Background: an optimization exercise with open tools, aiming at small area, a short achievable clock period and few clock cycles. Do not read the settings as production practice. Only simulation tests tie the RTL to the original design; equivalence was not proved. Power and IR drop assume default switching activity.

===== config.mk =====
export PLATFORM = sky130hd
export DESIGN_NAME = frame_sync_fsm
export DESIGN_NICKNAME = frame_sync_fsm
export VERILOG_FILES = /design/flow/design.v
export SDC_FILE = /design/flow/constraint.sdc
export NUM_CORES = 8
export LEC_CHECK = 0
export CAP_MARGIN = 20
export CORE_MARGIN = 2
export CORE_UTILIZATION = 60
export CTS_CLUSTER_DIAMETER = 80
export CTS_CLUSTER_SIZE = 24
export SLEW_MARGIN = 20

===== constraint.sdc =====
create_clock -name core_clock -period 30.0 [get_ports {clk}]
set_input_delay 6.0000 -clock core_clock [delete_from_list [all_inputs] [get_ports {clk}]]
set_output_delay 6.0000 -clock core_clock [all_outputs]
set_load 0.01 [all_outputs]

===== design.v =====
module fs_crc (
    input  wire [31:0] s,
    input  wire [31:0] w,
    output wire [31:0] s_next
);
    wire [31:0] v = s ^ {w[7:0], w[15:8], w[23:16], w[31:24]};
    wire s32 = v[0] ^ v[22];
    wire s33 = v[2] ^ v[7];
    wire s34 = v[3] ^ v[21];
    wire s35 = v[1] ^ v[23];
    wire s36 = v[4] ^ s32;
    wire s37 = v[18] ^ v[26];
    wire s38 = v[24] ^ v[25];
    wire s39 = v[5] ^ v[8];
    wire s40 = v[6] ^ v[9];
    wire s41 = v[13] ^ v[29];
    wire s42 = v[19] ^ v[27];
    wire s43 = v[14] ^ v[30];
    wire s44 = v[12] ^ v[28];
    wire s45 = v[15] ^ v[31];
    wire s46 = v[10] ^ v[11];
    wire s47 = v[20] ^ s33;
    wire s48 = v[17] ^ s38;
    wire s49 = v[16] ^ v[23];
    wire s50 = v[5] ^ s45;
    wire s51 = v[4] ^ v[24];
    wire s52 = s41 ^ s44;
    wire s53 = v[0] ^ s34;
    wire s54 = s33 ^ s34;
    wire s55 = v[26] ^ s46;
    wire s56 = s35 ^ s42;
    wire s57 = v[7] ^ v[16];
    wire s58 = v[11] ^ v[25];
    wire s59 = v[17] ^ s36;
    wire s60 = v[30] ^ s37;
    wire s61 = v[27] ^ s39;
    wire s62 = v[29] ^ s48;
    wire s63 = s42 ^ s43;
    wire s64 = v[2] ^ v[20];
    wire s65 = v[15] ^ s51;
    wire s66 = v[6] ^ s47;
    wire s67 = v[9] ^ v[14];
    wire s68 = s32 ^ s50;
    wire s69 = v[28] ^ s40;
    wire s70 = v[10] ^ s39;
    wire s71 = v[18] ^ s43;
    wire s72 = v[31] ^ s37;
    wire s73 = v[13] ^ s58;
    wire s74 = s62 ^ s64;
    wire s75 = v[28] ^ s63;
    wire s76 = v[16] ^ s66;
    wire s77 = v[1] ^ s41;
    wire s78 = v[3] ^ s36;
    wire s79 = s35 ^ s40;
    wire s80 = v[7] ^ v[19];
    wire s81 = v[5] ^ s33;
    wire s82 = v[4] ^ s80;
    wire s83 = v[11] ^ s49;
    wire s84 = v[6] ^ s59;
    wire s85 = v[8] ^ v[26];
    wire s86 = s44 ^ s61;
    wire s87 = s40 ^ s60;
    wire s88 = v[10] ^ s49;
    wire s89 = v[3] ^ s82;
    wire s90 = s55 ^ s79;
    wire s91 = s51 ^ s61;
    wire s92 = v[22] ^ s56;
    wire s93 = v[31] ^ s53;
    wire s94 = v[0] ^ s52;
    wire s95 = v[10] ^ s72;
    wire s96 = s67 ^ s81;
    assign s_next[0] = s35 ^ s76 ^ s78 ^ s85;
    assign s_next[1] = v[9] ^ v[17] ^ s35 ^ s54 ^ s91;
    assign s_next[2] = v[2] ^ v[18] ^ s38 ^ s69 ^ s70 ^ s78;
    assign s_next[3] = v[5] ^ v[25] ^ v[29] ^ s89 ^ s90;
    assign s_next[4] = v[12] ^ v[30] ^ s55 ^ s66 ^ s91;
    assign s_next[5] = v[7] ^ s40 ^ s73 ^ s86 ^ s93;
    assign s_next[6] = v[3] ^ s64 ^ s67 ^ s88 ^ s94;
    assign s_next[7] = v[17] ^ s34 ^ s43 ^ s46 ^ s65 ^ s77;
    assign s_next[8] = v[2] ^ v[12] ^ v[16] ^ s36 ^ s50 ^ s58 ^ s71;
    assign s_next[9] = v[12] ^ v[13] ^ v[19] ^ s39 ^ s45 ^ s47 ^ s59;
    assign s_next[10] = v[13] ^ v[21] ^ s36 ^ s37 ^ s96;
    assign s_next[11] = v[3] ^ v[6] ^ v[14] ^ v[15] ^ s70 ^ s92;
    assign s_next[12] = s47 ^ s65 ^ s69 ^ s83;
    assign s_next[13] = v[12] ^ s53 ^ s57 ^ s62 ^ s70;
    assign s_next[14] = v[1] ^ v[8] ^ s59 ^ s73 ^ s87;
    assign s_next[15] = v[12] ^ s56 ^ s95 ^ s96;
    assign s_next[16] = v[13] ^ v[28] ^ s55 ^ s57 ^ s65 ^ s92;
    assign s_next[17] = v[14] ^ s74 ^ s83 ^ s86;
    assign s_next[18] = v[15] ^ s48 ^ s52 ^ s53 ^ s87;
    assign s_next[19] = v[25] ^ s36 ^ s57 ^ s63 ^ s77 ^ s95;
    assign s_next[20] = v[3] ^ v[11] ^ s50 ^ s57 ^ s75 ^ s84;
    assign s_next[21] = v[2] ^ v[3] ^ v[17] ^ v[29] ^ s37 ^ s44 ^ s68;
    assign s_next[22] = v[8] ^ v[22] ^ s41 ^ s42 ^ s47 ^ s60;
    assign s_next[23] = v[8] ^ v[9] ^ v[20] ^ v[23] ^ s75 ^ s93;
    assign s_next[24] = v[24] ^ v[29] ^ s45 ^ s54 ^ s69 ^ s85 ^ s88;
    assign s_next[25] = v[27] ^ v[30] ^ s74 ^ s90;
    assign s_next[26] = v[27] ^ v[31] ^ s38 ^ s44 ^ s46 ^ s54 ^ s60;
    assign s_next[27] = v[31] ^ s56 ^ s58 ^ s76 ^ s94;
    assign s_next[28] = v[21] ^ v[24] ^ s43 ^ s49 ^ s52 ^ s84;
    assign s_next[29] = v[7] ^ s35 ^ s41 ^ s48 ^ s68 ^ s71;
    assign s_next[30] = v[20] ^ v[22] ^ s38 ^ s45 ^ s71 ^ s89;
    assign s_next[31] = v[1] ^ v[6] ^ v[19] ^ v[25] ^ s54 ^ s68;
endmodule
module fs_stats (
    input  wire        clk,
    input  wire        rst,
    input  wire        inc,         
    input  wire [2:0]  code,        
    input  wire [3:0]  ch,
    input  wire        acc,         
    input  wire        fin,         
    input  wire [5:0]  fsel,
    output reg  [31:0] fword,
    input  wire [6:0]  rsel,
    input  wire        ral,
    output reg  [31:0] rword,
    output reg         rvalid,
    output wire        run_go,      
    output wire        run_last     
);
    localparam P = 45;
    localparam RUN_LEN = 123;
    reg [12:0] fc0;
    reg [12:0] fc1;
    reg [12:0] fc2;
    reg [12:0] fc3;
    reg [12:0] fc4;
    reg [12:0] fc5;
    reg [12:0] fc6;
    reg [14:0] fc7;
    reg [12:0] fc8;
    reg [12:0] fc9;
    reg [12:0] fc10;
    reg [12:0] fc11;
    reg [12:0] fc12;
    reg [12:0] fc13;
    reg [12:0] fc14;
    reg [12:0] fc15;
    reg [12:0] fc16;
    reg [12:0] fc17;
    reg [12:0] fc18;
    reg [12:0] fc19;
    reg [12:0] fc20;
    reg [12:0] fc21;
    reg [12:0] fc22;
    reg [12:0] fc23;
    reg [12:0] fc24;
    reg [12:0] fc25;
    reg [12:0] fc26;
    reg [12:0] fc27;
    reg [12:0] fc28;
    reg [12:0] fc29;
    reg [12:0] fc30;
    reg [12:0] fc31;
    reg [12:0] fc32;
    reg [12:0] fc33;
    reg [12:0] fc34;
    reg [12:0] fc35;
    reg [12:0] fc36;
    reg [12:0] fc37;
    reg [12:0] fc38;
    reg [12:0] fc39;
    reg [12:0] fc40;
    reg [12:0] fc41;
    reg [12:0] fc42;
    reg [12:0] fc43;
    reg [12:0] fc44;
    reg [63:0] bufs;
    reg [P*32-1:0] rlo, rhi;
    reg [5:0] ph;
    reg zero, zq, cq;
    wire chv = (ch < 4'd9);
    wire [3:0] kr = chv ? ch : 4'd9;    
    wire [3:0] kc = chv ? ch : 4'd8;    
    wire clr = rst | fin;
    function [12:0] tog13;    
        input [12:0] q;
        input en;
        integer b;
        begin
            tog13[0] = en;
            for (b = 1; b < 13; b = b + 1) tog13[b] = tog13[b-1] & q[b-1];
        end
    endfunction
    function [14:0] tog15;    
        input [14:0] q;
        input en;
        integer b;
        begin
            tog15[0] = en;
            for (b = 1; b < 15; b = b + 1) tog15[b] = tog15[b-1] & q[b-1];
        end
    endfunction
    wire [12:0] ft0 = tog13(fc0, inc && ((code == 3'd1)));
    wire [12:0] ft1 = tog13(fc1, inc && ((code == 3'd2)));
    wire [12:0] ft2 = tog13(fc2, inc && ((code == 3'd3)));
    wire [12:0] ft3 = tog13(fc3, inc && ((code == 3'd4)));
    wire [12:0] ft4 = tog13(fc4, inc && ((code == 3'd5)));
    wire [12:0] ft5 = tog13(fc5, inc && ((code == 3'd6)));
    wire [12:0] ft6 = tog13(fc6, inc && (((code == 3'd3 || code == 3'd6) && !chv)));
    wire [14:0] ft7 = tog15(fc7, inc && (1'b1));
    wire [12:0] ft8 = tog13(fc8, inc && ((code == 3'd2 && ch == 4'd0)));
    wire [12:0] ft9 = tog13(fc9, inc && ((code == 3'd3 && kr == 4'd0)));
    wire [12:0] ft10 = tog13(fc10, inc && ((code == 3'd4 && kc == 4'd0)));
    wire [12:0] ft11 = tog13(fc11, inc && ((code == 3'd5 && kc == 4'd0)));
    wire [12:0] ft12 = tog13(fc12, inc && ((code == 3'd2 && ch == 4'd1)));
    wire [12:0] ft13 = tog13(fc13, inc && ((code == 3'd3 && kr == 4'd1)));
    wire [12:0] ft14 = tog13(fc14, inc && ((code == 3'd4 && kc == 4'd1)));
    wire [12:0] ft15 = tog13(fc15, inc && ((code == 3'd5 && kc == 4'd1)));
    wire [12:0] ft16 = tog13(fc16, inc && ((code == 3'd2 && ch == 4'd2)));
    wire [12:0] ft17 = tog13(fc17, inc && ((code == 3'd3 && kr == 4'd2)));
    wire [12:0] ft18 = tog13(fc18, inc && ((code == 3'd4 && kc == 4'd2)));
    wire [12:0] ft19 = tog13(fc19, inc && ((code == 3'd5 && kc == 4'd2)));
    wire [12:0] ft20 = tog13(fc20, inc && ((code == 3'd2 && ch == 4'd3)));
    wire [12:0] ft21 = tog13(fc21, inc && ((code == 3'd3 && kr == 4'd3)));
    wire [12:0] ft22 = tog13(fc22, inc && ((code == 3'd4 && kc == 4'd3)));
    wire [12:0] ft23 = tog13(fc23, inc && ((code == 3'd5 && kc == 4'd3)));
    wire [12:0] ft24 = tog13(fc24, inc && ((code == 3'd2 && ch == 4'd4)));
    wire [12:0] ft25 = tog13(fc25, inc && ((code == 3'd3 && kr == 4'd4)));
    wire [12:0] ft26 = tog13(fc26, inc && ((code == 3'd4 && kc == 4'd4)));
    wire [12:0] ft27 = tog13(fc27, inc && ((code == 3'd5 && kc == 4'd4)));
    wire [12:0] ft28 = tog13(fc28, inc && ((code == 3'd2 && ch == 4'd5)));
    wire [12:0] ft29 = tog13(fc29, inc && ((code == 3'd3 && kr == 4'd5)));
    wire [12:0] ft30 = tog13(fc30, inc && ((code == 3'd4 && kc == 4'd5)));
    wire [12:0] ft31 = tog13(fc31, inc && ((code == 3'd5 && kc == 4'd5)));
    wire [12:0] ft32 = tog13(fc32, inc && ((code == 3'd2 && ch == 4'd6)));
    wire [12:0] ft33 = tog13(fc33, inc && ((code == 3'd3 && kr == 4'd6)));
    wire [12:0] ft34 = tog13(fc34, inc && ((code == 3'd4 && kc == 4'd6)));
    wire [12:0] ft35 = tog13(fc35, inc && ((code == 3'd5 && kc == 4'd6)));
    wire [12:0] ft36 = tog13(fc36, inc && ((code == 3'd2 && ch == 4'd7)));
    wire [12:0] ft37 = tog13(fc37, inc && ((code == 3'd3 && kr == 4'd7)));
    wire [12:0] ft38 = tog13(fc38, inc && ((code == 3'd4 && kc == 4'd7)));
    wire [12:0] ft39 = tog13(fc39, inc && ((code == 3'd5 && kc == 4'd7)));
    wire [12:0] ft40 = tog13(fc40, inc && ((code == 3'd2 && ch == 4'd8)));
    wire [12:0] ft41 = tog13(fc41, inc && ((code == 3'd3 && kr == 4'd8)));
    wire [12:0] ft42 = tog13(fc42, inc && ((code == 3'd4 && kc == 4'd8)));
    wire [12:0] ft43 = tog13(fc43, inc && ((code == 3'd5 && kc == 4'd8)));
    wire [12:0] ft44 = tog13(fc44, inc && ((code == 3'd3 && !chv) || (code == 3'd6)));
    always @(posedge clk) begin
        fc0 <= clr ? 13'd0 : fc0 ^ ft0;
        fc1 <= clr ? 13'd0 : fc1 ^ ft1;
        fc2 <= clr ? 13'd0 : fc2 ^ ft2;
        fc3 <= clr ? 13'd0 : fc3 ^ ft3;
        fc4 <= clr ? 13'd0 : fc4 ^ ft4;
        fc5 <= clr ? 13'd0 : fc5 ^ ft5;
        fc6 <= clr ? 13'd0 : fc6 ^ ft6;
        fc7 <= clr ? 15'd0 : fc7 ^ ft7;
        fc8 <= clr ? 13'd0 : fc8 ^ ft8;
        fc9 <= clr ? 13'd0 : fc9 ^ ft9;
        fc10 <= clr ? 13'd0 : fc10 ^ ft10;
        fc11 <= clr ? 13'd0 : fc11 ^ ft11;
        fc12 <= clr ? 13'd0 : fc12 ^ ft12;
        fc13 <= clr ? 13'd0 : fc13 ^ ft13;
        fc14 <= clr ? 13'd0 : fc14 ^ ft14;
        fc15 <= clr ? 13'd0 : fc15 ^ ft15;
        fc16 <= clr ? 13'd0 : fc16 ^ ft16;
        fc17 <= clr ? 13'd0 : fc17 ^ ft17;
        fc18 <= clr ? 13'd0 : fc18 ^ ft18;
        fc19 <= clr ? 13'd0 : fc19 ^ ft19;
        fc20 <= clr ? 13'd0 : fc20 ^ ft20;
        fc21 <= clr ? 13'd0 : fc21 ^ ft21;
        fc22 <= clr ? 13'd0 : fc22 ^ ft22;
        fc23 <= clr ? 13'd0 : fc23 ^ ft23;
        fc24 <= clr ? 13'd0 : fc24 ^ ft24;
        fc25 <= clr ? 13'd0 : fc25 ^ ft25;
        fc26 <= clr ? 13'd0 : fc26 ^ ft26;
        fc27 <= clr ? 13'd0 : fc27 ^ ft27;
        fc28 <= clr ? 13'd0 : fc28 ^ ft28;
        fc29 <= clr ? 13'd0 : fc29 ^ ft29;
        fc30 <= clr ? 13'd0 : fc30 ^ ft30;
        fc31 <= clr ? 13'd0 : fc31 ^ ft31;
        fc32 <= clr ? 13'd0 : fc32 ^ ft32;
        fc33 <= clr ? 13'd0 : fc33 ^ ft33;
        fc34 <= clr ? 13'd0 : fc34 ^ ft34;
        fc35 <= clr ? 13'd0 : fc35 ^ ft35;
        fc36 <= clr ? 13'd0 : fc36 ^ ft36;
        fc37 <= clr ? 13'd0 : fc37 ^ ft37;
        fc38 <= clr ? 13'd0 : fc38 ^ ft38;
        fc39 <= clr ? 13'd0 : fc39 ^ ft39;
        fc40 <= clr ? 13'd0 : fc40 ^ ft40;
        fc41 <= clr ? 13'd0 : fc41 ^ ft41;
        fc42 <= clr ? 13'd0 : fc42 ^ ft42;
        fc43 <= clr ? 13'd0 : fc43 ^ ft43;
        fc44 <= clr ? 13'd0 : fc44 ^ ft44;
        if (rst) bufs <= 64'd0;
        else if (fin) bufs <= bufs + 64'd1;
    end
    always @(*) begin
        case (fsel)
            6'd0:  fword = {8'd3, 8'd0, 16'd56};
            6'd1:  fword = bufs[63:32];
            6'd2:  fword = bufs[31:0];
            6'd3:  fword = fc0;
            6'd4:  fword = fc1;
            6'd5:  fword = fc2;
            6'd6:  fword = fc3;
            6'd7:  fword = fc4;
            6'd8:  fword = fc5;
            6'd9:  fword = fc6;
            6'd10: fword = {31'd0, (fc1 == 13'd0) && (fc2 == 13'd0)};
            6'd11: fword = fc7;
            6'd12: fword = fc8;
            6'd13: fword = fc9;
            6'd14: fword = fc10;
            6'd15: fword = fc11;
            6'd16: fword = fc12;
            6'd17: fword = fc13;
            6'd18: fword = fc14;
            6'd19: fword = fc15;
            6'd20: fword = fc16;
            6'd21: fword = fc17;
            6'd22: fword = fc18;
            6'd23: fword = fc19;
            6'd24: fword = fc20;
            6'd25: fword = fc21;
            6'd26: fword = fc22;
            6'd27: fword = fc23;
            6'd28: fword = fc24;
            6'd29: fword = fc25;
            6'd30: fword = fc26;
            6'd31: fword = fc27;
            6'd32: fword = fc28;
            6'd33: fword = fc29;
            6'd34: fword = fc30;
            6'd35: fword = fc31;
            6'd36: fword = fc32;
            6'd37: fword = fc33;
            6'd38: fword = fc34;
            6'd39: fword = fc35;
            6'd40: fword = fc36;
            6'd41: fword = fc37;
            6'd42: fword = fc38;
            6'd43: fword = fc39;
            6'd44: fword = fc40;
            6'd45: fword = fc41;
            6'd46: fword = fc42;
            6'd47: fword = fc43;
            6'd49: fword = fc44;
            default: fword = 32'd0;
        endcase
    end
    reg [14:0] opnd, opnd_q;
    always @(*) begin
        case (ph)
            6'd0: opnd = fc22;
            6'd1: opnd = fc1;
            6'd2: opnd = fc23;
            6'd3: opnd = fc2;
            6'd4: opnd = fc24;
            6'd5: opnd = fc3;
            6'd6: opnd = fc25;
            6'd7: opnd = fc4;
            6'd8: opnd = fc26;
            6'd9: opnd = fc5;
            6'd10: opnd = fc27;
            6'd11: opnd = fc6;
            6'd12: opnd = fc28;
            6'd13: opnd = fc7;
            6'd14: opnd = fc29;
            6'd15: opnd = fc44;
            6'd16: opnd = fc8;
            6'd17: opnd = fc30;
            6'd18: opnd = fc9;
            6'd19: opnd = fc31;
            6'd20: opnd = fc10;
            6'd21: opnd = fc32;
            6'd22: opnd = fc11;
            6'd23: opnd = fc33;
            6'd24: opnd = fc12;
            6'd25: opnd = fc34;
            6'd26: opnd = fc13;
            6'd27: opnd = fc35;
            6'd28: opnd = fc14;
            6'd29: opnd = fc36;
            6'd30: opnd = fc15;
            6'd31: opnd = fc37;
            6'd32: opnd = fc16;
            6'd33: opnd = fc38;
            6'd34: opnd = fc17;
            6'd35: opnd = fc39;
            6'd36: opnd = fc18;
            6'd37: opnd = fc40;
            6'd38: opnd = fc19;
            6'd39: opnd = fc41;
            6'd40: opnd = fc20;
            6'd41: opnd = fc42;
            6'd42: opnd = fc21;
            6'd43: opnd = fc43;
            6'd44: opnd = fc0;
            default: opnd = 15'd0;
        endcase
    end
    always @(posedge clk) opnd_q <= acc ? opnd : 15'd0;
    wire [31:0] head_lo = zero ? 32'd0 : rlo[31:0];
    wire [32:0] lo_sum  = {1'b0, head_lo} + {18'd0, opnd_q};
    wire [31:0] hi_fix  = (zq ? 32'd0 : rhi[P*32-1 -: 32]) + {31'd0, cq};
    always @(posedge clk) begin
        rlo <= {lo_sum[31:0], rlo[P*32-1:32]};
        rhi <= {rhi[31:0], hi_fix, rhi[(P-1)*32-1:32]};
        cq  <= lo_sum[32];
        zq  <= zero;
        if (rst) begin
            ph   <= 6'd0;
            zero <= 1'b1;
        end else begin
            ph <= (ph == P-1) ? 6'd0 : ph + 6'd1;
            if (ph == P-1) zero <= 1'b0;
        end
    end
    assign run_go = (ph == 42);
    assign run_last = (rsel == 7'd122);
    always @(*) begin
        rvalid = 1'b1;
        case (rsel)
            7'd0: rword = {8'd4, 8'd0, 16'd108};
            7'd1: rword = bufs[63:32];
            7'd2: rword = bufs[31:0];
            7'd3: rword = rhi[31:0];    
            7'd4: rword = rlo[P*32-1 -: 32];    
            7'd5: rword = rhi[31:0];    
            7'd6: rword = rlo[P*32-1 -: 32];    
            7'd7: rword = rhi[31:0];    
            7'd8: rword = rlo[P*32-1 -: 32];    
            7'd9: rword = rhi[31:0];    
            7'd10: rword = rlo[P*32-1 -: 32];    
            7'd11: rword = rhi[31:0];    
            7'd12: rword = rlo[P*32-1 -: 32];    
            7'd13: rword = rhi[31:0];    
            7'd14: rword = rlo[P*32-1 -: 32];    
            7'd15: rword = rhi[31:0];    
            7'd16: rword = rlo[P*32-1 -: 32];    
            7'd17: rword = rhi[31:0];    
            7'd18: rword = rlo[P*32-1 -: 32];    
            7'd19: rword = {31'd0, ral};
            7'd20: rword = rhi[31:0];    
            7'd21: rword = rlo[P*32-1 -: 32];    
            7'd22: rword = rhi[31:0];    
            7'd23: rword = rlo[P*32-1 -: 32];    
            7'd24: rword = rhi[31:0];    
            7'd25: rword = rlo[P*32-1 -: 32];    
            7'd26: rword = rhi[31:0];    
            7'd27: rword = rlo[P*32-1 -: 32];    
            7'd28: rword = rhi[31:0];    
            7'd29: rword = rlo[P*32-1 -: 32];    
            7'd30: rword = rhi[31:0];    
            7'd31: rword = rlo[P*32-1 -: 32];    
            7'd32: rword = rhi[31:0];    
            7'd33: rword = rlo[P*32-1 -: 32];    
            7'd34: rword = rhi[31:0];    
            7'd35: rword = rlo[P*32-1 -: 32];    
            7'd36: rword = rhi[31:0];    
            7'd37: rword = rlo[P*32-1 -: 32];    
            7'd38: rword = rhi[31:0];    
            7'd39: rword = rlo[P*32-1 -: 32];    
            7'd40: rword = rhi[31:0];    
            7'd41: rword = rlo[P*32-1 -: 32];    
            7'd42: rword = rhi[31:0];    
            7'd43: rword = rlo[P*32-1 -: 32];    
            7'd44: rword = rhi[31:0];    
            7'd45: rword = rlo[P*32-1 -: 32];    
            7'd46: rword = rhi[31:0];    
            7'd47: rword = rlo[P*32-1 -: 32];    
            7'd49: rword = rhi[31:0];    
            7'd50: rword = rlo[P*32-1 -: 32];    
            7'd51: rword = rhi[31:0];    
            7'd52: rword = rlo[P*32-1 -: 32];    
            7'd53: rword = rhi[31:0];    
            7'd54: rword = rlo[P*32-1 -: 32];    
            7'd55: rword = rhi[31:0];    
            7'd56: rword = rlo[P*32-1 -: 32];    
            7'd57: rword = rhi[31:0];    
            7'd58: rword = rlo[P*32-1 -: 32];    
            7'd59: rword = rhi[31:0];    
            7'd60: rword = rlo[P*32-1 -: 32];    
            7'd61: rword = rhi[31:0];    
            7'd62: rword = rlo[P*32-1 -: 32];    
            7'd63: rword = rhi[31:0];    
            7'd64: rword = rlo[P*32-1 -: 32];    
            7'd66: rword = rhi[31:0];    
            7'd67: rword = rlo[P*32-1 -: 32];    
            7'd68: rword = rhi[31:0];    
            7'd69: rword = rlo[P*32-1 -: 32];    
            7'd70: rword = rhi[31:0];    
            7'd71: rword = rlo[P*32-1 -: 32];    
            7'd72: rword = rhi[31:0];    
            7'd73: rword = rlo[P*32-1 -: 32];    
            7'd74: rword = rhi[31:0];    
            7'd75: rword = rlo[P*32-1 -: 32];    
            7'd76: rword = rhi[31:0];    
            7'd77: rword = rlo[P*32-1 -: 32];    
            7'd78: rword = rhi[31:0];    
            7'd79: rword = rlo[P*32-1 -: 32];    
            7'd80: rword = rhi[31:0];    
            7'd81: rword = rlo[P*32-1 -: 32];    
            7'd82: rword = rhi[31:0];    
            7'd83: rword = rlo[P*32-1 -: 32];    
            7'd84: rword = rhi[31:0];    
            7'd85: rword = rlo[P*32-1 -: 32];    
            7'd86: rword = rhi[31:0];    
            7'd87: rword = rlo[P*32-1 -: 32];    
            7'd88: rword = rhi[31:0];    
            7'd89: rword = rlo[P*32-1 -: 32];    
            7'd90: rword = rhi[31:0];    
            7'd91: rword = rlo[P*32-1 -: 32];    
            7'd92: rword = rhi[31:0];    
            7'd93: rword = rlo[P*32-1 -: 32];    
            7'd94: rword = 32'd0;
            7'd95: rword = 32'd0;
            7'd109: rword = rhi[31:0];    
            7'd110: rword = rlo[P*32-1 -: 32];    
            7'd111: rword = 32'd0;
            7'd112: rword = 32'd0;
            7'd113: rword = 32'd0;
            7'd114: rword = 32'd0;
            7'd115: rword = 32'd0;
            7'd116: rword = 32'd0;
            7'd117: rword = 32'd0;
            7'd118: rword = 32'd0;
            7'd119: rword = 32'd0;
            7'd120: rword = 32'd0;
            7'd121: rword = 32'd0;
            7'd122: rword = 32'd0;
            default: begin rword = 32'd0; rvalid = 1'b0; end
        endcase
    end
endmodule
module frame_sync_fsm (
    input  wire        clk,
    input  wire        rst,
    input  wire        in_valid,
    output wire        in_ready,
    input  wire [1:0]  in_kind,
    input  wire [31:0] in_data,
    output wire        out_valid,
    output reg  [31:0] out_data
);
    localparam [28:0] SYNC_HI = 29'h0B4B4B4A;   
    localparam CQ_D = 8;                        
    reg rst_q;
    always @(posedge clk) rst_q <= rst;
    reg  rdy;
    assign in_ready = rdy;
    wire acc    = in_valid & rdy;
    wire a_word = acc & (in_kind == 2'd0);
    wire a_eob  = acc & (in_kind == 2'd1);
    wire a_mark = acc & (in_kind[1] ^ in_kind[0]);
    wire shift  = a_word;
    wire rdy_n, al_n, busy_n, sb_n;    
    reg [31:0] win [0:7];       
    reg [31:0] crc;             
    reg        crc_ok;          
    reg [7:0]  sc;              
    reg [15:0] wcnt;            
    reg [3:0]  need;            
    reg        step_pend;
    reg        aligned;
    wire        sync   = sc[7];
    wire        flag   = win[0][31];
    wire [3:0]  ch     = win[0][27:24];
    wire        chv    = (ch < 4'd9);
    wire        dr     = (wcnt[2:0] == 3'd1);       
    wire o_aerr = aligned & ~sync & flag;
    wire o_aok  = aligned & ~sync & ~flag & crc_ok & chv;
    wire o_loss = aligned & ~sync & ~flag & ~(crc_ok & chv);
    wire adv1   = ~sync & (~aligned | o_loss);
    wire counts = sync | aligned | dr;               
    wire ev     = aligned & ~sync & (flag | ~chv);   
    wire cq_full;
    reg  snap_busy;
    reg  sb;                    
    wire snap_done;             
    wire step_fire = step_pend & ~(counts & cq_full) & ~(ev & sb);
    wire [2:0] s_code = sync   ? 3'd1 :
                        o_aok  ? 3'd2 :
                        o_aerr ? 3'd3 :
                        o_loss ? 3'd6 :
                        flag   ? 3'd5 : 3'd4;
    reg  mk_pend, mk_read, mk_al;
    wire mark = mk_pend & ~cq_full;
    wire [3:0] need_eff = step_fire ? (adv1 ? 4'd1 : 4'd8) : need;
    wire [2:0] wj       = 3'd0 - need_eff[2:0];
    wire [31:0] crc_next;
    fs_crc u_crc (.s((wj == 3'd0) ? 32'hFFFFFFFF : crc), .w(in_data), .s_next(crc_next));
    wire       w_match  = (in_data[31:3] == SYNC_HI);
    integer j;
    always @(posedge clk) begin
        if (shift) begin
            for (j = 0; j < 7; j = j + 1) win[j] <= win[j + 1];
            win[7] <= in_data;
            sc[0] <= w_match & (in_data[2:0] == 3'd0);
            for (j = 1; j < 8; j = j + 1)
                sc[j] <= sc[j - 1] & w_match & (in_data[2:0] == j);
        end
        if (shift) begin
            if (wj != 3'd7) crc    <= crc_next;
            else            crc_ok <= (crc == in_data);
        end
        if (rst) begin
            wcnt      <= 16'd0;
            need      <= 4'd8;
            step_pend <= 1'b0;
            aligned   <= 1'b0;
            mk_pend   <= 1'b0;
            rdy       <= 1'b0;
        end else begin
            rdy <= rdy_n;
            if (a_mark) begin
                mk_pend <= 1'b1;
                mk_read <= in_kind[1];
                mk_al   <= al_n;
            end else if (mark) mk_pend <= 1'b0;
            if (shift) begin
                wcnt <= wcnt + 16'd1;
                if (need_eff == 4'd1) begin
                    step_pend <= 1'b1;
                    need      <= 4'd8;
                end else begin
                    step_pend <= 1'b0;
                    need      <= need_eff - 4'd1;
                end
            end else if (step_fire) begin
                step_pend <= 1'b0;
                need      <= need_eff;
            end
            if (a_eob) begin
                wcnt <= 16'd0;
                need <= 4'd8;
            end
            if (step_fire) begin
                if (sync)   aligned <= 1'b1;
                if (o_loss) aligned <= 1'b0;
            end
        end
    end
    reg [31:0] sn [0:7];        
    reg [31:0] sn_crc;
    reg [15:0] sn_p;
    reg        sn_ok;
    wire snap_load = step_fire & ev;
    always @(posedge clk) begin
        if (snap_load) begin
            for (j = 0; j < 8; j = j + 1) sn[j] <= win[j];
            sn_crc <= crc;
            sn_p   <= wcnt - 16'd8;
            sn_ok  <= crc_ok;
        end
    end
    wire [255:0] SF = {sn[0], sn[1], sn[2], sn[3], sn[4], sn[5], 32'd0, sn[7]};
    wire [32:0]  delta = {1'b0, sn_crc} - {1'b0, SF[31:0]};
    wire [31:0]  bad_word = {8'd2, SF[251:248], SF[255], SF[255] ? 1'b0 : sn_ok, 2'b00, sn_p};
    reg  [31:0]  err_word;
    reg  [3:0]   ei;
    always @(*) begin
        case (ei)
            4'd0:  err_word = {8'd1, 8'd0, 16'd13};
            4'd1:  err_word = {28'd0, SF[251:248]};
            4'd2:  err_word = {21'd0, SF[220:210]};
            4'd3:  err_word = {20'd0, SF[128:117]};
            4'd4:  err_word = SF[116:85];
            4'd5:  err_word = {32{delta[32]}};
            4'd6:  err_word = delta[31:0];
            4'd7:  err_word = {5'd0, SF[247:221]};
            4'd8:  err_word = {5'd0, SF[209:183]};
            4'd9:  err_word = {5'd0, SF[182:156]};
            4'd10: err_word = {5'd0, SF[155:129]};
            4'd11: err_word = SF[31:0];
            default: err_word = sn_crc;
        endcase
    end
    reg [6:0] cq [0:CQ_D-1];
    reg [2:0] cwp, crp;
    reg [3:0] cqn;
    assign cq_full = (cqn == CQ_D);
    wire       c_push = (step_fire & counts) | mark;
    wire [6:0] c_in   = mark ? {3'd7, 2'b00, mk_read, mk_al} : {s_code, ch};
    wire [6:0] chd    = cq[crp];
    wire       chv_q  = (cqn != 4'd0);
    wire       c_pop;
    always @(posedge clk) begin
        if (c_push) cq[cwp] <= c_in;
        if (rst) begin
            cwp <= 3'd0; crp <= 3'd0; cqn <= 4'd0;
        end else begin
            cwp <= cwp + {2'd0, c_push};
            crp <= crp + {2'd0, c_pop};
            cqn <= cqn + {3'd0, c_push} - {3'd0, c_pop};
        end
    end
    localparam [1:0] Q_IDLE = 2'd0, Q_ERR = 2'd1, Q_FILE = 2'd2, Q_RUN = 2'd3;
    reg  [1:0] qs;
    reg  [6:0] qi;
    reg        ral;
    reg        ov;
    assign out_valid = ov;
    wire [2:0] hcode = chd[6:4];
    wire [3:0] hch   = chd[3:0];
    wire h_bad   = ((hcode == 3'd3) | (hcode == 3'd6)) & ~(hch < 4'd9);
    wire h_err   = (hcode == 3'd3);
    wire h_ev    = h_bad | h_err;
    wire h_cnt   = chv_q & (hcode != 3'd7) & ((qs == Q_IDLE) | (~h_ev & (qs != Q_FILE)));
    wire h_mark  = chv_q & (qs == Q_IDLE) & (hcode == 3'd7);
    wire run_go, run_last;
    wire go_file = h_mark & ~hch[1];
    assign snap_done = ((qs == Q_ERR) & (qi[3:0] == 4'd12)) | (h_cnt & h_bad & ~h_err);
    wire go_run  = h_mark & hch[1] & run_go;
    assign c_pop = h_cnt | go_file | go_run;
    wire        f_acc = go_file | ((qs == Q_FILE) & (qi <= 7'd44));
    wire        f_fin = (qs == Q_FILE) & (qi == 7'd55);
    wire [31:0] fword, rword;
    wire        rvalid;
    fs_stats u_stats (
        .clk(clk), .rst(rst_q),
        .inc(h_cnt), .code(hcode), .ch(hch),
        .acc(f_acc), .fin(f_fin),
        .fsel(qi[5:0]), .fword(fword),
        .rsel(qi), .ral(ral), .rword(rword), .rvalid(rvalid),
        .run_go(run_go), .run_last(run_last)
    );
    always @(*) begin
        ei = qi[3:0];
        if (qs == Q_IDLE) ei = 4'd0;
    end
    reg [31:0] out_next;
    always @(*) begin
        case (qs)
            Q_IDLE:  out_next = (h_cnt & h_bad) ? bad_word :
                                 h_cnt          ? err_word :
                                 hch[1]         ? {8'd4, 8'd0, 16'd108} : {8'd3, 8'd0, 16'd56};
            Q_ERR:   out_next = err_word;
            Q_FILE:  out_next = fword;
            default: out_next = rword;
        endcase
    end
    always @(posedge clk) out_data <= out_next;
    always @(posedge clk) begin
        if (rst) begin
            qs <= Q_IDLE; qi <= 7'd0; ov <= 1'b0; snap_busy <= 1'b0; sb <= 1'b0;
        end else begin
            ov <= 1'b0;
            case (qs)
                Q_IDLE: begin
                    if (h_cnt & h_ev) begin
                        if (h_bad) begin
                            ov <= 1'b1;
                            if (h_err) begin qs <= Q_ERR; qi <= 7'd0; end
                        end else begin
                            ov <= 1'b1;
                            qs <= Q_ERR; qi <= 7'd1;
                        end
                    end else if (go_file) begin
                        ov <= 1'b1;
                        qs <= Q_FILE; qi <= 7'd1;
                    end else if (go_run) begin
                        ov <= 1'b1;
                        qs <= Q_RUN; qi <= 7'd1; ral <= hch[0];
                    end
                end
                Q_ERR: begin
                    ov <= 1'b1;
                    qi <= qi + 7'd1;
                    if (qi == 7'd12) qs <= Q_IDLE;
                end
                Q_FILE: begin
                    ov <= 1'b1;
                    qi <= qi + 7'd1;
                    if (qi == 7'd55) qs <= Q_IDLE;
                end
                default: begin
                    ov <= rvalid;
                    qi <= qi + 7'd1;
                    if (run_last) qs <= Q_IDLE;
                end
            endcase
            snap_busy <= busy_n;
            sb        <= sb_n;
        end
    end
    assign      al_n     = step_fire ? ((aligned | sync) & ~o_loss) : aligned;
    wire        sp_n     = a_eob ? 1'b0 : shift ? (need_eff == 4'd1) : (step_pend & ~step_fire);
    wire [31:0] w0_n     = shift ? win[1] : win[0];
    wire        sync_n   = shift ? (sc[6] & w_match & (in_data[2:0] == 3'd7)) : sc[7];
    wire        chv_n    = (w0_n[27:24] < 4'd9);
    wire [2:0]  wl_n     = a_eob ? 3'd0 : shift ? (wcnt[2:0] + 3'd1) : wcnt[2:0];
    wire        counts_n = sync_n | al_n | (wl_n == 3'd1);
    wire        ev_n     = al_n & ~sync_n & (w0_n[31] | ~chv_n);
    wire [3:0]  cqn_n    = cqn + {3'd0, c_push} - {3'd0, c_pop};
    wire        cqfull_n = (cqn_n == CQ_D);
    assign      busy_n   = snap_load | (snap_busy & ~snap_done);
    assign      sb_n     = busy_n & ~((qs == Q_ERR) & (qi[3:0] == 4'd11));
    wire        mkp_n    = a_mark | (mk_pend & ~mark);
    assign      rdy_n    = ~(sp_n & ((counts_n & cqfull_n) | (ev_n & sb_n))) & ~(mkp_n & cqfull_n);
endmodule

===== flow/run.sh =====
#!/bin/bash
# Layout flow: the standard ORFS flow (standard synthesis, floorplan, power
# grid, placement, CTS, routing) with two changes:
#  - the buffers every input and output port gets are buf_4 cells instead of
#    the delay-buffer cell buffer_ports picks by default;
#  - ORFS's timing repair (after CTS and after global routing) works until the
#    setup slack is 23 ns instead of stopping at 0 ns. The clock, its period
#    and all constraints are unchanged; this only makes the repair try harder.
# Each tool's full output stays in orfs/logs/; make's own output goes to
# flow_make.log.
set -euo pipefail
export BUFFER_PORTS_ARGS="-buffer_cell sky130_fd_sc_hd__buf_4"
export SETUP_SLACK_MARGIN=23
bash standard.sh > flow_make.log 2>&1

===== standard.sh =====
#!/bin/bash
# synth_recipe.tcl (not shown) runs the flow's synth.tcl, then flattens the netlist and writes it again
# the make line also repeats each setting of config.mk as NAME=value (left out here)
make -C /OpenROAD-flow-scripts/flow DESIGN_CONFIG=/design/flow/config.mk WORK_HOME=/design/flow/orfs CLKGATE_MAP_FILE= SYNTH_SCRIPT=/design/flow/synth_recipe.tcl "${@:-finish}"

==> impl.org, run 1 <==
** Clocking
- TritonCTS clock tree :: built
- The clock passes through at most 3 buffers.
- Clock tree synthesis inserted a total of 212 buffers.
- The later pin in the worst-skew pair is clocked with a latency of 0.95 ns.
- Cell at the root of the clock tree :: sky130_fd_sc_hd__clkbuf_16
- CTS built an H-tree with a depth of 4.
- Counting every sink on the clock net gives 4236.
- Register clock-pin slew on the reported worst setup and hold paths :: about 0.10 ns

** Setup path
- Together, buffers and inverters on the worst path number 1.
- The worst setup path is launched from a register.
- Worst-case reg-to-reg path depth :: 22
- Longest individual stage delay on the worst path :: 0.38 ns
- The endpoint identified for the worst register-to-register timing path is u_stats.fc7[14].
- Critical path endpoint category :: output pin
- Crit path launch :: out_data[23]
- Reg-to-reg setup timing slack :: 23.55 ns
- The worst setup path is of the register to output pin kind.
- Along the worst path, the maximum fanout reaches 1.
- Data on the critical path is required at its endpoint by 24.00 ns.
- Broken down by cell family, the worst path's largest delay share belongs to flip-flops.
- CP arrival :: 1.43 ns
- The critical path goes through buf_6.
- Master of the slowest instance on the critical path :: sky130_fd_sc_hd__dfxtp_2
- Worst r2r src :: crp[0]

** STA
- Timing would allow up to 135 MHz.
- The routed design could run at a clock period as short as approximately 7.4 ns.
- Final Hold Fails :: 0
- Setup repair after global routing could not meet its margin everywhere.
- In the finished design, the share of the clock period the worst path needs comes to 0.248.
- Setup Viol. Count Final :: 0
- Setup skew after layout :: approximately 0.09 ns
- Number of pins with negative max-slew slack in the final report :: 0
- Measured against its own limit, the worst slew margin works out to 0.136.
- For the pin with the worst max-slew slack, the measured transition is roughly 1.3 ns.
- For the final routed database, the setup TNS stands at 0 ns.

** Detailed routing
- After detailed routing, the total wire length is 385000 µm.
- Number of DRC violations after detailed-routing iteration 0 :: around 8900
- In the final routed layout, each cell accounts on average for 32.7 µm.
- Detailed routing inserted a total of between 70000 and 80000 vias.
- Routed vias/inst :: about 6.1
- For this run, design rule violations remaining after detail routing come to 0.
- The detail route stage leaves a number of antenna-violating nets equal to 0.
- Number of optimization iterations in the first detailed-route pass :: 10

** Hold path
- The worst hold path passes through 0 cells.
- The worst hold path begins at u_stats.rlo[474].
- The min-delay analysis places its worst path in the category register to register.
- Hold EP :: u_stats.rlo[442]

** Global route
- Entering global routing, the biggest net connects ~270 pins.
- The via count of the first global-routing pass is 70700.
- Summed over all layers, the global routing overflow is 0.
- The first global-routing pass estimated 533000 µm of wire.
- For this run, the total global-route usage over all layers was measured as 0.360.
- The number of antenna violations at the first check in global routing came to 28.

** Logic synthesis
- Number of distinct library cell variants in the gate-level netlist after synthesis :: 93
- Proportion of netlist area held by the largest area contributor :: 0.584
- Ranked by total cell area, the synthesized netlist is headed by sky130_fd_sc_hd__dfxtp_1, sky130_fd_sc_hd__edfxtp_1, sky130_fd_sc_hd__ha_1.
- After synthesis the netlist holds a flip-flop and latch count of 4236.
- Leading area contributor after synthesis :: sky130_fd_sc_hd__dfxtp_1
- In the synthesized netlist, the number of instances is 8877.
- During synthesis, Yosys emitted a total of 4 warnings.
- For this run, the register share of the synthesized area comes to 0.728.
- Summing every instance area after synthesis gives about 120000 µm².
- Number of enable flip-flop cells after synthesis :: roughly 600
- In the synthesized netlist the async set-or-reset flop fraction comes to 0.
- For this run, the leading register cell type out of synthesis is sky130_fd_sc_hd__dfxtp_1.
- Synthesized area per cell :: 14.1 µm²
- Number of nets in the synthesized netlist :: approximately 9500
- Most common cell in the netlist :: sky130_fd_sc_hd__dfxtp_1
- Leading post-synthesis cells by instance count :: sky130_fd_sc_hd__dfxtp_1, sky130_fd_sc_hd__ha_1, sky130_fd_sc_hd__edfxtp_1

** Finish
- Layout-stage area growth over the synthesis result :: 9.59%
- Counting the fill cells in the layout gives 14100.
- For this run, the number of standard cells in the final layout without fillers is 11800.
- In the final design database the tool counted 9636 nets.
- Share of cells above drive strength 1 :: 0.0871

** Placement
- Final Wtd Congestion :: 0.999
- Cell count after placement :: around 11000
- Detailed placer's ending HPWL :: 255000 µm
- Total of buffers placed on input and output ports :: 70

** Pwr
- Across the VDD grid, the largest voltage drop is 0.0000826 V.
- Power per Cell Area :: between 70 and 80 nW/µm²
- In this run the power spent charging and discharging nets is 0.00247 W.
- Of the total power, combinational logic draws 0.089.
- The share of total power dissipated in the clock network is 0.322.
- The share of total power dissipated in sequential elements is 0.589.
- The internal portion of the total power is 0.00751 W.
- Total power of the final layout :: 0.00998 W
- Leakage :: 54.5 nW
- Sw frac :: 0.248

** Floorplan
- The floorplan step defined a die boundary enclosing roughly 210000 µm².
- Initial cell density of the core :: 0.603
- Core area :: 207000 µm²
- Number of core rows :: ~170
- Chip Height :: 460 µm
- During I/O placement, the number of pins put on the boundary was 71.
- Horizontal die dimension :: 460 µm

** Run
- Maxcap violations :: 0

** Status
- Outcome :: finished clean
==> power by group through the flow <==
stage	combinational, W	clock [W]	sequential [W]
after floorplan	0.000577	0	0.00597
after global placement	0.000829	0	0.00601
after detailed placement	0.000842	0	0.00601
after CTS	0.000863	0.00325	0.00588
after global routing	0.000936	0.00343	0.00589
final	0.000887	0.00321	0.00588
==> cell usage in the layout, fill, tap and decap left out, drive strengths merged, types with 58 or more instances in the layout <==
cell and count:
dfxtp 3640, ha 623, edfxtp 596, and2 558, a22oi 504, nor2 427
xnor2 358, clkbuf 248, buf 209, nand2 190, xor2 165, nand4 127
nand3 126, inv 112, a221oi 106, a21oi 104, nor4 104, a22o 97
o21ai 94, nor3 67, nor2b 58
==> through the flow <==
stage	instance area (µm²)	hold slack (ns)	utilization	setup WS, ns
after floorplan	125000	0.310	-	21.84
after global placement	129000	0.310	0.626	20.63
after detailed placement	129000	0.312	0.626	20.57
after CTS	136000	0.268	0.660	22.55
after global routing	137000	0.271	0.661	22.53
final	137000	0.267	0.661	22.57
==> repair_timing <==
item                                    in CTS  in global routing
pin swaps                                   16                  5
buffers inserted                            12                 10
endpoints found under the setup margin     204                 49
gates resized for setup                    114                 13
cloned                                       3                  0
hold buffers                                 0                  0
==> per-layer routing <==
metal	vias to the layer above	GRT usage	routed length [µm]
met5	-	0	124
li1	31200	-	-
met4	18	0.215	27900
met2	4202	0.557	171000
met1	35300	0.450	147000
met3	1271	0.103	38900
==> worst max path at each step <==
stage                    to  slack (ns)  cells after the start
6_report       out_data[23]       22.57                      1
3_5_place_dp     win[2][15]       20.57                      7
3_3_place_gp     win[3][15]       20.63                      7
5_1_grt        out_data[29]       22.53                      1
2_1_floorplan           rdy       21.84                     10
4_1_cts        out_data[15]       22.55                      1
==> kinds of logic (layout without fill, tap and decap cells) <==
group                    Yosys count  in the layout  share of synthesized area
AO/OA/AOI/OAI                   1175           1175                     0.0706
buffers and inverters            427            609                     0.0133
AND/OR/NAND/NOR                 1848           1848                     0.0808
adder cells (fa/ha/maj)          626            626                     0.0630
other                              0             14                          0
flip-flops                      4236           4236                      0.728
XOR/XNOR                         529            529                     0.0403
multiplexers                      36             36                    0.00436
==> registers in the layout (all words and copies together), names as in the netlist, 16 cells and up <==
register	flops
u_stats.rhi	1440
u_stats.rlo	1440
win	253
sn	200
u_stats.bufs	64
cq	56
crc	32
out_data	32
sn_crc	32
sn_p	16
wcnt	16
==> cell type report <==
| cell class | count | area [µm²] | area share |
|---|---|---|---|
| Timing Repair inverter | 2 | 32.5 | 0.000238 |
| Clock buffer | 248 | 5440 | 0.0398 |
| Multi-Input combinational cell | 4214 | 33700 | 0.247 |
| Sequential cell | 4236 | 90800 | 0.664 |
| Timing Repair Buffer | 210 | 1930 | 0.0141 |
| Tap cell | 2704 | 3380 | 0.0247 |
| Antenna cell | 14 | 35.0 | 0.000256 |
| Clock inverter | 52 | 946 | 0.00692 |
| Inverter | 97 | 405 | 0.00297 |
Testbench counts, summed over its fixed seeds: cycles 58,936.
==> inputs of run 2 (changes only) <==
--- a/design.v
+++ b/design.v
@@ -110,6 +110,7 @@
     input  wire [3:0]  ch,
     input  wire        acc,         
     input  wire        fin,         
+    input  wire        femit,       
     input  wire [5:0]  fsel,
     output reg  [31:0] fword,
     input  wire [6:0]  rsel,
@@ -200,43 +201,24 @@
     wire [12:0] ft5 = tog13(fc5, inc && ((code == 3'd6)));
     wire [12:0] ft6 = tog13(fc6, inc && (((code == 3'd3 || code == 3'd6) && !chv)));
     wire [14:0] ft7 = tog15(fc7, inc && (1'b1));
-    wire [12:0] ft8 = tog13(fc8, inc && ((code == 3'd2 && ch == 4'd0)));
-    wire [12:0] ft9 = tog13(fc9, inc && ((code == 3'd3 && kr == 4'd0)));
-    wire [12:0] ft10 = tog13(fc10, inc && ((code == 3'd4 && kc == 4'd0)));
-    wire [12:0] ft11 = tog13(fc11, inc && ((code == 3'd5 && kc == 4'd0)));
-    wire [12:0] ft12 = tog13(fc12, inc && ((code == 3'd2 && ch == 4'd1)));
-    wire [12:0] ft13 = tog13(fc13, inc && ((code == 3'd3 && kr == 4'd1)));
-    wire [12:0] ft14 = tog13(fc14, inc && ((code == 3'd4 && kc == 4'd1)));
-    wire [12:0] ft15 = tog13(fc15, inc && ((code == 3'd5 && kc == 4'd1)));
-    wire [12:0] ft16 = tog13(fc16, inc && ((code == 3'd2 && ch == 4'd2)));
-    wire [12:0] ft17 = tog13(fc17, inc && ((code == 3'd3 && kr == 4'd2)));
-    wire [12:0] ft18 = tog13(fc18, inc && ((code == 3'd4 && kc == 4'd2)));
-    wire [12:0] ft19 = tog13(fc19, inc && ((code == 3'd5 && kc == 4'd2)));
-    wire [12:0] ft20 = tog13(fc20, inc && ((code == 3'd2 && ch == 4'd3)));
-    wire [12:0] ft21 = tog13(fc21, inc && ((code == 3'd3 && kr == 4'd3)));
-    wire [12:0] ft22 = tog13(fc22, inc && ((code == 3'd4 && kc == 4'd3)));
-    wire [12:0] ft23 = tog13(fc23, inc && ((code == 3'd5 && kc == 4'd3)));
-    wire [12:0] ft24 = tog13(fc24, inc && ((code == 3'd2 && ch == 4'd4)));
-    wire [12:0] ft25 = tog13(fc25, inc && ((code == 3'd3 && kr == 4'd4)));
-    wire [12:0] ft26 = tog13(fc26, inc && ((code == 3'd4 && kc == 4'd4)));
-    wire [12:0] ft27 = tog13(fc27, inc && ((code == 3'd5 && kc == 4'd4)));
-    wire [12:0] ft28 = tog13(fc28, inc && ((code == 3'd2 && ch == 4'd5)));
-    wire [12:0] ft29 = tog13(fc29, inc && ((code == 3'd3 && kr == 4'd5)));
-    wire [12:0] ft30 = tog13(fc30, inc && ((code == 3'd4 && kc == 4'd5)));
-    wire [12:0] ft31 = tog13(fc31, inc && ((code == 3'd5 && kc == 4'd5)));
-    wire [12:0] ft32 = tog13(fc32, inc && ((code == 3'd2 && ch == 4'd6)));
-    wire [12:0] ft33 = tog13(fc33, inc && ((code == 3'd3 && kr == 4'd6)));
-    wire [12:0] ft34 = tog13(fc34, inc && ((code == 3'd4 && kc == 4'd6)));
-    wire [12:0] ft35 = tog13(fc35, inc && ((code == 3'd5 && kc == 4'd6)));
-    wire [12:0] ft36 = tog13(fc36, inc && ((code == 3'd2 && ch == 4'd7)));
-    wire [12:0] ft37 = tog13(fc37, inc && ((code == 3'd3 && kr == 4'd7)));
-    wire [12:0] ft38 = tog13(fc38, inc && ((code == 3'd4 && kc == 4'd7)));
-    wire [12:0] ft39 = tog13(fc39, inc && ((code == 3'd5 && kc == 4'd7)));
-    wire [12:0] ft40 = tog13(fc40, inc && ((code == 3'd2 && ch == 4'd8)));
-    wire [12:0] ft41 = tog13(fc41, inc && ((code == 3'd3 && kr == 4'd8)));
-    wire [12:0] ft42 = tog13(fc42, inc && ((code == 3'd4 && kc == 4'd8)));
-    wire [12:0] ft43 = tog13(fc43, inc && ((code == 3'd5 && kc == 4'd8)));
-    wire [12:0] ft44 = tog13(fc44, inc && ((code == 3'd3 && !chv) || (code == 3'd6)));
+    reg [3:0] bk;
+    reg [1:0] bf;
+    reg       bval;
+    always @(*) begin
+        bval = 1'b1; bk = kc; bf = 2'd0;
+        case (code)
+            3'd2: begin bk = ch; bf = 2'd0; end
+            3'd3: begin bk = kr; bf = 2'd1; end
+            3'd6: begin bk = 4'd9; bf = 2'd1; end
+            3'd4: begin bk = kc; bf = 2'd2; end
+            3'd5: begin bk = kc; bf = 2'd3; end
+            default: bval = 1'b0;
+        endcase
+    end
+    wire [5:0]  bidx = 6'd12 + {bk, bf};
+    wire [5:0]  msel = femit ? fsel : bidx;
+    wire        bw   = inc & bval;
+    wire [12:0] bwd  = clr ? 13'd0 : fword[12:0] + 13'd1;
     always @(posedge clk) begin
         fc0 <= clr ? 13'd0 : fc0 ^ ft0;
         fc1 <= clr ? 13'd0 : fc1 ^ ft1;
@@ -246,48 +228,48 @@
         fc5 <= clr ? 13'd0 : fc5 ^ ft5;
         fc6 <= clr ? 13'd0 : fc6 ^ ft6;
         fc7 <= clr ? 15'd0 : fc7 ^ ft7;
-        fc8 <= clr ? 13'd0 : fc8 ^ ft8;
-        fc9 <= clr ? 13'd0 : fc9 ^ ft9;
-        fc10 <= clr ? 13'd0 : fc10 ^ ft10;
-        fc11 <= clr ? 13'd0 : fc11 ^ ft11;
-        fc12 <= clr ? 13'd0 : fc12 ^ ft12;
-        fc13 <= clr ? 13'd0 : fc13 ^ ft13;
-        fc14 <= clr ? 13'd0 : fc14 ^ ft14;
-        fc15 <= clr ? 13'd0 : fc15 ^ ft15;
-        fc16 <= clr ? 13'd0 : fc16 ^ ft16;
-        fc17 <= clr ? 13'd0 : fc17 ^ ft17;
-        fc18 <= clr ? 13'd0 : fc18 ^ ft18;
-        fc19 <= clr ? 13'd0 : fc19 ^ ft19;
-        fc20 <= clr ? 13'd0 : fc20 ^ ft20;
-        fc21 <= clr ? 13'd0 : fc21 ^ ft21;
-        fc22 <= clr ? 13'd0 : fc22 ^ ft22;
-        fc23 <= clr ? 13'd0 : fc23 ^ ft23;
-        fc24 <= clr ? 13'd0 : fc24 ^ ft24;
-        fc25 <= clr ? 13'd0 : fc25 ^ ft25;
-        fc26 <= clr ? 13'd0 : fc26 ^ ft26;
-        fc27 <= clr ? 13'd0 : fc27 ^ ft27;
-        fc28 <= clr ? 13'd0 : fc28 ^ ft28;
-        fc29 <= clr ? 13'd0 : fc29 ^ ft29;
-        fc30 <= clr ? 13'd0 : fc30 ^ ft30;
-        fc31 <= clr ? 13'd0 : fc31 ^ ft31;
-        fc32 <= clr ? 13'd0 : fc32 ^ ft32;
-        fc33 <= clr ? 13'd0 : fc33 ^ ft33;
-        fc34 <= clr ? 13'd0 : fc34 ^ ft34;
-        fc35 <= clr ? 13'd0 : fc35 ^ ft35;
-        fc36 <= clr ? 13'd0 : fc36 ^ ft36;
-        fc37 <= clr ? 13'd0 : fc37 ^ ft37;
-        fc38 <= clr ? 13'd0 : fc38 ^ ft38;
-        fc39 <= clr ? 13'd0 : fc39 ^ ft39;
-        fc40 <= clr ? 13'd0 : fc40 ^ ft40;
-        fc41 <= clr ? 13'd0 : fc41 ^ ft41;
-        fc42 <= clr ? 13'd0 : fc42 ^ ft42;
-        fc43 <= clr ? 13'd0 : fc43 ^ ft43;
-        fc44 <= clr ? 13'd0 : fc44 ^ ft44;
+        if (clr | (bw & (bidx == 6'd12))) fc8 <= bwd;
+        if (clr | (bw & (bidx == 6'd13))) fc9 <= bwd;
+        if (clr | (bw & (bidx == 6'd14))) fc10 <= bwd;
+        if (clr | (bw & (bidx == 6'd15))) fc11 <= bwd;
+        if (clr | (bw & (bidx == 6'd16))) fc12 <= bwd;
+        if (clr | (bw & (bidx == 6'd17))) fc13 <= bwd;
+        if (clr | (bw & (bidx == 6'd18))) fc14 <= bwd;
+        if (clr | (bw & (bidx == 6'd19))) fc15 <= bwd;
+        if (clr | (bw & (bidx == 6'd20))) fc16 <= bwd;
+        if (clr | (bw & (bidx == 6'd21))) fc17 <= bwd;
+        if (clr | (bw & (bidx == 6'd22))) fc18 <= bwd;
+        if (clr | (bw & (bidx == 6'd23))) fc19 <= bwd;
+        if (clr | (bw & (bidx == 6'd24))) fc20 <= bwd;
+        if (clr | (bw & (bidx == 6'd25))) fc21 <= bwd;
+        if (clr | (bw & (bidx == 6'd26))) fc22 <= bwd;
+        if (clr | (bw & (bidx == 6'd27))) fc23 <= bwd;
+        if (clr | (bw & (bidx == 6'd28))) fc24 <= bwd;
+        if (clr | (bw & (bidx == 6'd29))) fc25 <= bwd;
+        if (clr | (bw & (bidx == 6'd30))) fc26 <= bwd;
+        if (clr | (bw & (bidx == 6'd31))) fc27 <= bwd;
+        if (clr | (bw & (bidx == 6'd32))) fc28 <= bwd;
+        if (clr | (bw & (bidx == 6'd33))) fc29 <= bwd;
+        if (clr | (bw & (bidx == 6'd34))) fc30 <= bwd;
+        if (clr | (bw & (bidx == 6'd35))) fc31 <= bwd;
+        if (clr | (bw & (bidx == 6'd36))) fc32 <= bwd;
+        if (clr | (bw & (bidx == 6'd37))) fc33 <= bwd;
+        if (clr | (bw & (bidx == 6'd38))) fc34 <= bwd;
+        if (clr | (bw & (bidx == 6'd39))) fc35 <= bwd;
+        if (clr | (bw & (bidx == 6'd40))) fc36 <= bwd;
+        if (clr | (bw & (bidx == 6'd41))) fc37 <= bwd;
+        if (clr | (bw & (bidx == 6'd42))) fc38 <= bwd;
+        if (clr | (bw & (bidx == 6'd43))) fc39 <= bwd;
+        if (clr | (bw & (bidx == 6'd44))) fc40 <= bwd;
+        if (clr | (bw & (bidx == 6'd45))) fc41 <= bwd;
+        if (clr | (bw & (bidx == 6'd46))) fc42 <= bwd;
+        if (clr | (bw & (bidx == 6'd47))) fc43 <= bwd;
+        if (clr | (bw & (bidx == 6'd49))) fc44 <= bwd;
         if (rst) bufs <= 64'd0;
         else if (fin) bufs <= bufs + 64'd1;
     end
     always @(*) begin
-        case (fsel)
+        case (msel)
             6'd0:  fword = {8'd3, 8'd0, 16'd56};
             6'd1:  fword = bufs[63:32];
             6'd2:  fword = bufs[31:0];
@@ -713,7 +695,7 @@
         .clk(clk), .rst(rst_q),
         .inc(h_cnt), .code(hcode), .ch(hch),
         .acc(f_acc), .fin(f_fin),
-        .fsel(qi[5:0]), .fword(fword),
+        .femit(qs == Q_FILE), .fsel(qi[5:0]), .fword(fword),
         .rsel(qi), .ral(ral), .rword(rword), .rvalid(rvalid),
         .run_go(run_go), .run_last(run_last)
     );
==> impl.org, run 2 <==
** STA
- Dividing the final minimum period by the clock period gives 0.258.
- Remaining max-slew budget at the tightest pin :: 0.132
- Total negative slack for setup checks :: 0 ns
- Derived from the worst setup path, the maximum achievable clock frequency is 129 MHz.
- The count of endpoints failing hold in the final timing report was 0.
- On the final layout, the worst clock skew is 0.0829 ns.
- Setup repair after global routing could not meet its margin everywhere.
- Setup Viol. Count Final :: 0
- The max-slew violation count was 0.
- For the pin with the worst max-slew slack, the measured transition is 1.30 ns.
- The routed design could run at a clock period as short as ~7.7 ns.

** Global route
- Number of antenna violations at the first check in global routing :: 26
- Overall fraction of global-route tracks in use :: 0.356
- GRT met1 Usage :: 0.451
- Number of global-route vias before repair :: 68600
- Remaining global-route overflow :: 0
- In the global route stage, met3 resource usage came out at 0.110.
- In the global route stage, met2 resource usage came out at 0.531.
- The first global-routing pass estimated ~520000 µm of wire.
- Entering global routing, the biggest net connects around 120 pins.
- The global routing stage identified its most utilized layer as met2.

** Detailed routing
- Number of optimization iterations in the first detailed-route pass :: 10
- Residual antenna-violating net count after detailed routing :: 0
- Number of DRC violations after detailed-routing iteration 0 :: between 10000 and 15000
- Dividing the detail-routed wire length by the instance count gives approximately 33 µm.
- Routed vias/inst :: roughly 6.3
- DRC :: 0
- Number of vias in the routed layout :: roughly 71000
- Summed over all layers, the routed wires come to 374000 µm.

** Pwr
- Cell internal power dissipation :: 0.00957 W
- In this run the static leakage power is 50.1 nW.
- Of the total power, the clock network draws 0.212.
- Sw frac :: 0.365
- Peak supply drop :: 0.000204 V
- Gate power share :: 0.308
- Sw power :: 0.00550 W
- After layout, the design draws a total of 0.0151 W.
- Sequential share of power :: 0.480
- For this design the ratio of total power to cell area is 111 nW/µm².

** Status
- The run finished with no timing, DRC or antenna violations.

** Clocking
- Clock network latency to the later pin of the worst-skew pair :: 0.93 ns
- After clock tree synthesis, the flow added hold-fix buffers numbering 0.
- After clock tree synthesis, the clock-pin slew on the worst setup and hold paths is 0.09 ns.
- Cell at the root of the clock tree :: sky130_fd_sc_hd__clkbuf_16
- TritonCTS built the clock tree.
- In this run the deepest clock path goes through 3 buffers.
- H-tree levels :: 4
- Clock tree synthesis found a total of 4236 sinks.
- Number of buffers added by the clock tree synthesis step :: 212

** Logic synthesis
- Proportion of netlist area held by the largest area contributor :: 0.517
- The commonest cells after synthesis are sky130_fd_sc_hd__dfxtp_1, sky130_fd_sc_hd__edfxtp_1, sky130_fd_sc_hd__nor2_1.
- Async set-or-reset flop fraction in the synthesized netlist :: 0
- Of all cell types, the one taking the most synthesized area is sky130_fd_sc_hd__dfxtp_1.
- Ranked by total cell area, the synthesized netlist is headed by sky130_fd_sc_hd__dfxtp_1, sky130_fd_sc_hd__edfxtp_1, sky130_fd_sc_hd__xnor2_1.
- In this run the mean area of a mapped cell was 14.8 µm².
- When the netlist entered floorplanning its net count stood at approximately 8500.
- Summing every instance area after synthesis gives about 120000 µm².
- Number of enable flip-flop cells after synthesis :: 1077
- Yosys printed 4 warnings.
- For this run, the register share of the synthesized area comes to 0.781.
- Most common cell in the netlist :: sky130_fd_sc_hd__dfxtp_1
- Top FF cell, synth :: sky130_fd_sc_hd__dfxtp_1
- Count of state elements after synthesis :: ~4200
- Number of distinct library cell variants in the gate-level netlist after synthesis :: 101
- Synthesis produced a netlist whose cell count is between 8000 and 9000.

** Finish
- Most common cell after layout, fill and taps aside :: sky130_fd_sc_hd__dfxtp_1
- Final #Nets :: between 8000 and 9000
- The top cell types in the final layout, fill and taps aside, are sky130_fd_sc_hd__dfxtp_1, sky130_fd_sc_hd__edfxtp_1, sky130_fd_sc_hd__nor2_1, sky130_fd_sc_hd__nand2_1, sky130_fd_sc_hd__xnor2_1.
- The largest registers in the layout are u_stats.rhi x1440, u_stats.rlo x1440, win x253.
- End-of-flow core utilization :: 0.672
- The sequential cells in the finished layout cover a total of 95600 µm².
- Share of cells above drive strength 1 :: 0.112
- Area of combinational cells with multiple inputs :: 27200 µm²
- The area growth from synthesis to layout is 11.1%.
- Counting the fill cells in the layout gives 13700.

** Placement
- Detailed placer's ending HPWL :: 235000 µm
- Final Wtd Congestion :: 1.03
- Total of buffers placed on input and output ports :: 70

** Setup path
- STA puts the critical path data arrival time at 8.52 ns.
- In this run the critical register-to-register path is captured at out_data[8].
- The worst setup path is of the input pin to register kind.
- In this design, the stage delay of the slowest critical-path cell is 0.50 ns.
- Critical path endpoint category :: register
- Reg-to-reg setup timing slack :: 23.06 ns
- Worst-case reg-to-reg path depth :: 19
- The largest individual stage delay along the critical path comes from the cell sky130_fd_sc_hd__or4b_4.
- In this run the critical register-to-register path is launched from crp[1].
- Data on the critical path is required at its endpoint by roughly 30 ns.
- Walking the worst path, the cells encountered are buf_6 > or4b_4 > nor4_4 > and2_4 > nand4_1 > o21ai_2 > o21bai_1 > a21oi_1 > a311o_1 > nor4_1 > o21ai_1 > nor2b_1.
- Sort of element at the start of the critical path :: input pin
- CP max FO :: 7

** Floorplan
- The floorplan step set the die width to ~460 µm.
- Chip Height :: 456 µm
- Area of the die :: 208000 µm²
- In this run the standard cell core region covers 203000 µm².
- During I/O placement, the number of pins put on the boundary was 71.
- Initial cell density of the core :: 0.604
- The floorplan has 165 rows.

** Hold path
- The path class of the tightest hold or removal check is register to register.
- Counting instances, the worst hold path has a depth of 0.
- For hold timing, the worst endpoint is u_stats.rhi[1352].
- Startpoint of the most critical hold path :: u_stats.rhi[1384]

** Run
- Max-cap violations in this run came to 0.
## run 2: worst max path at each step
stage | start | to | slack [ns] | cells after the start
2_1_floorplan | in_data[29] | rdy | 21.81 | 12
3_3_place_gp | in_data[13] | rdy | 20.72 | 14
3_5_place_dp | crp[1] | u_stats.fc13[12] | 21.05 | 20
4_1_cts | in_data[23] | rdy | 22.32 | 12
5_1_grt | in_data[23] | rdy | 22.17 | 12
6_report | in_data[29] | rdy | 22.26 | 12
## run 2: logic make-up (layout without fill, tap and decap cells)
group                    Yosys count  in the layout  synth area share
flip-flops                      4236           4236             0.781
AO/OA/AOI/OAI                   1354           1355            0.0822
other                              0             21                 0
XOR/XNOR                         474            474            0.0340
buffers and inverters            436            727            0.0151
AND/OR/NAND/NOR                 1480           1480            0.0604
multiplexers                      79             80           0.00797
adder cells (fa/ha/maj)          188            188            0.0194
## run 2: metal layers
| layer | vias to the layer above | share of wire |
|---|---|---|
| li1 | 29900 | - |
| met1 | 34500 | 0.37 |
| met2 | 4849 | 0.43 |
| met3 | 1413 | 0.12 |
| met4 | 18 | 0.081 |
| met5 | - | 0.00041 |
## run 2: per-stage QoR
stage	hold slack, ns	worst slack (ns)	area [µm²]	cells
3_3_place_gp	0.310	20.72	128000	10800
3_5_place_dp	0.312	21.05	128000	10800
6_report	0.277	22.26	136000	11200
5_1_grt	0.292	22.17	136000	11200
2_1_floorplan	0.310	21.81	123000	8247
4_1_cts	0.271	22.32	135000	11200
## run 2: layout make-up
cell class                      count  area share
Sequential cell                  4236       0.703
Antenna cell                       21    0.000386
Timing Repair Buffer              306      0.0212
Clock buffer                      256      0.0406
Tap cell                         2672      0.0246
Timing Repair inverter              2    0.000202
Clock inverter                     55     0.00681
Inverter                          108     0.00332
Multi-Input combinational cell   3577       0.200
## run 2: power groups by stage
stage / combinational, W / sequential (W) / clock (W)
global placement: 0.00408 / 0.00734 / 0
global route: 0.00467 / 0.00726 / 0.00343
floorplan: 0.00240 / 0.00717 / 0
detailed placement: 0.00410 / 0.00733 / 0
CTS: 0.00429 / 0.00721 / 0.00324
finish: 0.00464 / 0.00724 / 0.00320
## run 2: worst max-delay path: cells and delay by family
kind	cells	cell delay [ns]
AO/OA/AOI/OAI	5	0.76
buffers and inverters	1	0.14
AND/OR/NAND/NOR	6	1.61
## run 2: timing repair
item                       CTS  global route
pin swaps                   20            15
setup endpoints to repair  744           494
gates cloned                 3             1
gates resized for setup    143            62
buffers inserted            30            27
Testbench counts of run 2, summed over its fixed seeds: cycles 58,936.

## afterwards: timing with drivers on the ports
How much do the figures lean on ideal ports? The routed layouts below were timed once more, with nothing changed but the port constraints. Step 1: set_driving_cell puts a clkbuf_16 on clk and a buf_2 on each other input, an assumption about the parent block. Step 2, shift: input delay + t, output delay - t, t = (earliest + latest rising clock arrival at the registers) / 2. This alone moves slack from input paths to output paths. Slacks: ideal / step 1 / step 2; pairs: ideal / step 1.
run	shift t [ns]	setup WS [ns]	clock arrival spread, ns
run 1	0.986	22.572 / 22.490 / 21.799	0.098 / 0.098
run 2	0.978	22.255 / 22.283 / 21.305	0.084 / 0.085
After both steps every run listed still meets setup and hold. For run 2, which loses most, drivers alone change the setup slack by +0.028 ns; drivers and shift together by -0.950 ns.
